Context: an optimization exercise on an open-source flow, tuned for a short achievable clock period and few clock cycles. The choices shown serve that exercise and are no tape-out recipe. In this exercise RTL edits were held to simulation tests only and were not proved equivalent to the original. Power is estimated from default activity; no workload was simulated.

===== design/flow/design.v =====
module cpusim_alu (
    input  wire [15:0] x,
    input  wire [15:0] y,
    input  wire        zx,    
    input  wire        nx,    
    input  wire        zy,    
    input  wire        ny,    
    input  wire        f,     
    input  wire        no,    
    output wire [15:0] out,
    output wire        is_neg,
    output wire        is_zero
);
    wire [15:0] x_z = zx ? 16'h0000 : x;
    wire [15:0] x_c = nx ? ~x_z : x_z;
    wire [15:0] y_z = zy ? 16'h0000 : y;
    wire [15:0] y_c = ny ? ~y_z : y_z;
    wire [15:0] sum = x_c + y_c;    
    wire [15:0] con = x_c & y_c;
    wire [15:0] res = f ? sum : con;
    assign out     = no ? ~res : res;
    assign is_neg  = out[15];
    assign is_zero = (out[14:0] == 15'd0);
endmodule
module cpusim_core (
    input  wire        clk,
    input  wire        rst,         
    output wire [15:0] mem_addr,
    output wire        mem_re,
    output wire        mem_we,
    output wire [15:0] mem_wdata,
    input  wire [15:0] mem_rdata
);
    localparam [1:0] PH_FETCH   = 2'd0;    
    localparam [1:0] PH_ADVANCE = 2'd1;    
    localparam [1:0] PH_EXECUTE = 2'd2;    
    localparam [2:0] OP_STORE  = 3'b000;
    localparam [2:0] OP_LOAD   = 3'b001;
    localparam [2:0] OP_SETLOW = 3'b010;   
    localparam [2:0] OP_SETTOP = 3'b011;   
    localparam [2:0] OP_COPY   = 3'b100;
    localparam [2:0] OP_ALU    = 3'b101;
    reg [1:0] phase;
    reg [15:0] r0;    
    reg [15:0] r1;    
    reg [15:0] r2;    
    reg [15:0] r3;    
    reg [15:0] r4;    
    reg [15:0] r5;    
    reg [15:0] r6;    
    reg [15:0] r7;    
    function [15:0] read_reg;
        input [2:0] code;
        begin
            case (code)
                3'd0: read_reg = r0;
                3'd1: read_reg = r1;
                3'd2: read_reg = r2;
                3'd3: read_reg = r3;
                3'd4: read_reg = r4;
                3'd5: read_reg = r5;
                3'd6: read_reg = r6;
                default: read_reg = r7;
            endcase
        end
    endfunction
    wire [2:0] op       = r1[2:0];
    wire [7:0] imm8     = r1[10:3];
    wire [2:0] copy_dst = r1[8:6];
    wire [2:0] copy_src = r1[5:3];
    wire [1:0] cond     = r1[13:12];    
    wire [2:0] jump_reg = r1[5:3];
    wire [15:0] alu_out;
    wire        alu_neg;
    wire        alu_zero;
    cpusim_alu u_alu (
        .x       (r2),
        .y       (r3),
        .zx      (r1[11]),
        .nx      (r1[10]),
        .zy      (r1[9]),
        .ny      (r1[8]),
        .f       (r1[7]),
        .no      (r1[6]),
        .out     (alu_out),
        .is_neg  (alu_neg),
        .is_zero (alu_zero)
    );
    wire        jump_taken  = (jump_reg != 3'd0) && (cond[1] == alu_zero) && (cond[0] == alu_neg);
    wire [15:0] jump_target = (jump_reg == 3'd4) ? alu_out : read_reg(jump_reg);
    wire [15:0] copy_value  = read_reg(copy_src);
    wire executing = (phase == PH_EXECUTE);
    assign mem_re    = (phase == PH_FETCH) || (executing && op == OP_LOAD);
    assign mem_we    = executing && op == OP_STORE;
    assign mem_addr  = executing ? r5 : r0;
    assign mem_wdata = r7;
    always @(posedge clk) begin
        if (rst) begin
            phase <= PH_FETCH;
            r0 <= 16'h0000;
            r1 <= 16'h0000;
            r2 <= 16'h0000;
            r3 <= 16'h0000;
            r4 <= 16'h0000;
            r5 <= 16'h0000;
            r6 <= 16'h0000;
            r7 <= 16'h0000;
        end else begin
            case (phase)
                PH_FETCH: begin
                    r1    <= mem_rdata;
                    phase <= PH_ADVANCE;
                end
                PH_ADVANCE: begin
                    r0    <= r0 + 16'd1;
                    phase <= PH_EXECUTE;
                end
                PH_EXECUTE: begin
                    phase <= PH_FETCH;
                    case (op)
                        OP_LOAD:   r6 <= mem_rdata;
                        OP_SETLOW: r7[15:8] <= imm8;
                        OP_SETTOP: r7[7:0]  <= imm8;
                        OP_COPY: begin
                            case (copy_dst)
                                3'd0: r0 <= copy_value;
                                3'd2: r2 <= copy_value;
                                3'd3: r3 <= copy_value;
                                3'd4: r4 <= copy_value;
                                3'd5: r5 <= copy_value;
                                3'd6: r6 <= copy_value;
                                3'd7: r7 <= copy_value;
                                default: ;
                            endcase
                        end
                        OP_ALU: begin
                            r4 <= alu_out;
                            if (jump_taken)
                                r0 <= jump_target;
                        end
                        default: ;    
                    endcase
                end
                default: phase <= PH_FETCH;
            endcase
        end
    end
endmodule

===== design/flow/config.mk =====
export PLATFORM = sky130hd
export DESIGN_NAME = cpusim_core
export DESIGN_NICKNAME = cpusim_core
export VERILOG_FILES = /design/flow/design.v
export SDC_FILE = /design/flow/constraint.sdc
export NUM_CORES = 4
export LEC_CHECK = 0
export CAP_MARGIN = 20
export CORE_MARGIN = 2
export CORE_UTILIZATION = 40
export SLEW_MARGIN = 20

===== design/flow/run.sh =====
#!/bin/bash
# synth_recipe.tcl (not shown) runs the flow's synth.tcl, then flattens the netlist and writes it again
# the make line also repeats each setting of config.mk as NAME=value (left out here)
make -C /OpenROAD-flow-scripts/flow DESIGN_CONFIG=/design/flow/config.mk WORK_HOME=/design/flow/orfs CLKGATE_MAP_FILE= SYNTH_SCRIPT=/design/flow/synth_recipe.tcl finish

===== design/flow/constraint.sdc =====
create_clock -name core_clock -period 7.0 [get_ports {clk}]
set_input_delay 1.4000 -clock core_clock [delete_from_list [all_inputs] [get_ports {clk}]]
set_output_delay 1.4000 -clock core_clock [all_outputs]
set_load 0.01 [all_outputs]

==> flow_summary.toml <==
[power]
pwr-share-comb_pct = 20.5
pwr-share-clk_pct = 43.6
leakagePower_nw = 3.72
seqPwrFrac_pct = 35.9
swShare_pct = 31.6
p_switching_mw = 0.695
vdd_drop_max_mv = 0.186
internal-power_mw = 1.51
p_per_area_mw_per_mm2 = 208

[synthesis]
synth_fa_ha_area_share_pct = 2.91
synthSimpleGateAreaFrac_pct = 26.1
avgSynthCellArea_sq_um = 7.49
synth_edf_count = 0
yosysSeqAreaShare_pct = 28.0
async_reset_ff_share_pct = 0
syn_nets = 1278
yosys_warnings = 1
synth_compound_area_share_pct = 25.6
ys_types = 73
syn_inst = 1239
synth_mux_area_share_pct = 8.93
ys_seq_elements = 130
synth_top_flop_cell = "dfxtp_1"
synth_xor_xnor_area_share_pct = 4.02
synth_top_family_by_area = "simple AND/OR/NAND/NOR gates"
syn_area_sq_mm = 0.00929

[drt]
drc = 0
drtIter0Drc = 1105
drt_pass1_iterations = 6
viasPerCell = 6.25
ant_nets = 0
route.vias.total = 9558
wirelength_mm = 35.5
wl_per_cell_microns = 23.2

[final_layout]
fin_nets = 1271
post-route-util_pct = 46.5
drive_above_1_share_pct = 9.24
diodes = 0
area_growth_pct = 13.8

[grt]
grt_pass1_wl_mm = 53.9
antenna_found_initial = 0
grt_max_degree = 69
grt_pass1_vias = 8867
grt.total_usage_pct = 29.2
grt_overflow = 0

[setup_path]
r2r_cells = 13
end_kind = "flip-flop"
crit_type = "flip-flop to flip-flop"
critPathArrivalTime_ns = 5.11
worstReg2RegEnd = "r0[8]"
reg2reg_from = "r1[10]"
rrSetupSlack_ns = 2.23
required_ns = 7.34
critPathMaxFanout = 19
setup.worst_path.start_class = "flip-flop"

[sta]
rsz0062_at_grt = "no"
finClkSkew_ns = 0.0106
tns_ns = 0
fin_crit_sh_pct = 68.2
maxSlewViolCount = 0
slew_headroom_pct = 18.7
fmax_ghz = 0.210
worst_pin_slew_ns = 1.21
hold_viol = 0
fin_crit_ns = 4.77
setup_violations = 0

[clocking]
cts.root.buffer_cell = "clkbuf_16"
cts_setup_buffers = 0
clk_latency_ns = 0.43
cts_buffer_depth = 2
cts_made_buffers = 17
cts_tree = "yes"
ctsHoldBuffers = 0
cts_max_level = 4
cts.sinks = 130
ctsResizeCount = 0
clkSlewWorstSetupHoldPaths_ns = 0.06

[placement]
port_buffers = 51
place_congestion = 0.971
post-dp-hpwl_mm = 25.8

[die]
fp-row-count = 55
core_area_sq_mm = 0.0227
die_y_microns = 156
start_util_pct = 40.9
ios = 52
fp.dieW_microns = 156
die-area_sq_mm = 0.0244

[min_path]
whs_endpoint = "r4[2]"
min-delay-start = "r4[2]"
hp-class = "flip-flop to flip-flop"
worstHoldPathCells = 2

[run_status]
status = "timing/DRC/antenna clean"

[flow_run]
max_cap_viol_count = 0
sequential cells by signal, summed over array words and instances (netlist names):
register and count:
phase 2, r0 16, r7 16, r1 16, r3 16, r4 16
r2 16, r5 16, r6 16
through the flow:
stage	cells	setup slack [ns]	cell area, sq um	total power, mW	hold slack [ns]
finish	1529	2.23	10600	2.20	0.472
detailed placement	1498	2.27	9940	1.24	0.461
floorplan	1239	2.59	9290	1.10	0.443
CTS	1529	2.26	10600	2.19	0.472
global route	1529	1.92	10600	2.27	0.490
global placement	1498	2.35	9940	1.24	0.456
power by group through the flow:
stage / Combinational (mW) / Clock (mW) / Sequential, mW
floorplan: 0.319 / 0 / 0.783
global placement: 0.438 / 0 / 0.804
detailed placement: 0.438 / 0 / 0.805
CTS: 0.441 / 0.964 / 0.788
global route: 0.483 / 0.995 / 0.792
finish: 0.451 / 0.959 / 0.790
cells by family after synthesis:
logic type | after synthesis
adders and majority gates | 21
DFF | 130
and+or+nand+nor | 519
xor gates and xnor gates | 41
muxes | 79
AOI/OAI and AO/OA | 342
buffers and inverters | 107
cells in the mapped netlist, drive strengths merged, types with 21 or more instances:
cell type / number / area [sq um]
a21oi: 106 / 531
a311oi: 40 / 357
a31oi: 22 / 138
clkbuf: 79 / 297
dfxtp: 130 / 2600
mux2: 31 / 349
mux2i: 48 / 480
nand2: 182 / 698
nand2b: 50 / 313
nand3: 23 / 115
nor2: 153 / 574
nor2b: 21 / 131
o21ai: 52 / 260
xnor2: 40 / 350
final cells by class:
cell class,count,area (sq um)
clock buffers,20,467
inverters,10,37.5
clock inverters,11,153
flip-flops and latches,130,2600
multi-input cells,1002,6290
well taps,285,357
fillers,2314,12100
repair buffers,71,658
cells in the final DEF, fill, tap and decap left out, types with 8 or more instances in the layout:
cell,instances
o21ai_0,52
buf_4,21
nand2b_1,50
xnor2_1,40
nor2b_1,21
dfxtp_1,129
nand2_1,180
o211ai_1,16
a31oi_1,22
nand3_1,23
a221oi_2,8
nor3_1,15
mux2_2,31
and3_1,14
o221ai_1,10
a311oi_1,39
clkbuf_16,17
or2_2,9
inv_1,9
nor2_1,152
a21oi_1,106
ha_1,19
clkdlybuf4s50_1,50
mux2i_1,48
and2_1,11
a21o_1,11
worst max-delay path, stage by stage, from the launching register on:
cell,delay (ns)
dfxtp_1,1.00
xnor2_1,0.16
ha_1,0.29
fa_1,0.42
a21o_1,0.24
a221oi_2,0.42
o211ai_1,0.16
and4_4,0.23
or3_4,0.37
and4b_1,0.31
and4_1,0.32
o311a_1,0.30
nand2_4,0.16
a221oi_2,0.29
worst max-delay path by stage:
stage	endpoint	depth (start not counted)	startpoint	slack, ns
floorplan	r0[12]	14	r1[8]	2.59
global placement	r0[12]	13	r1[10]	2.35
detailed placement	r0[4]	13	r1[10]	2.27
CTS	r0[9]	13	r1[10]	2.26
global route	r0[10]	13	r1[10]	1.92
finish	r0[8]	13	r1[10]	2.23
layer usage:
layer | share of wire [%] | GRT usage, % | up-vias
met1 | 43 | 40.5 | 4495
li1 | - | - | 4462
met5 | 0 | 0 | -
met3 | 10 | 6.95 | 84
met4 | 5.7 | 15.6 | 0
met2 | 41 | 41.6 | 517
Testbench counts, summed over its fixed seeds: cycles 99,075.

==> static timing again, ports no longer ideal <==
In the flow no input, the clock included, has a driving cell. The finished layout below was timed again as built, in two steps.
Step 1, drivers: a clkbuf_16 drives clk and a buf_2 each remaining input, both assumed.
Step 2 times the ports against the registers' clock, not the clock port: input delays grow and output delays shrink by t, the midpoint of the rising clock arrivals with the driver on.
a / b / c = no drivers / after step 1 / after step 2; a / b = the first two.
shift t [ns]: 0.470
setup slack, ns: 2.228 / 2.228 / 2.228
slew at the worst register clock pin (ns): 0.06 / 0.06
cell pins on the clock port's net: 1
After both steps setup and hold are still met in this run. For this run, drivers alone change the setup slack by 0.000 ns; drivers and shift together by 0.000 ns.
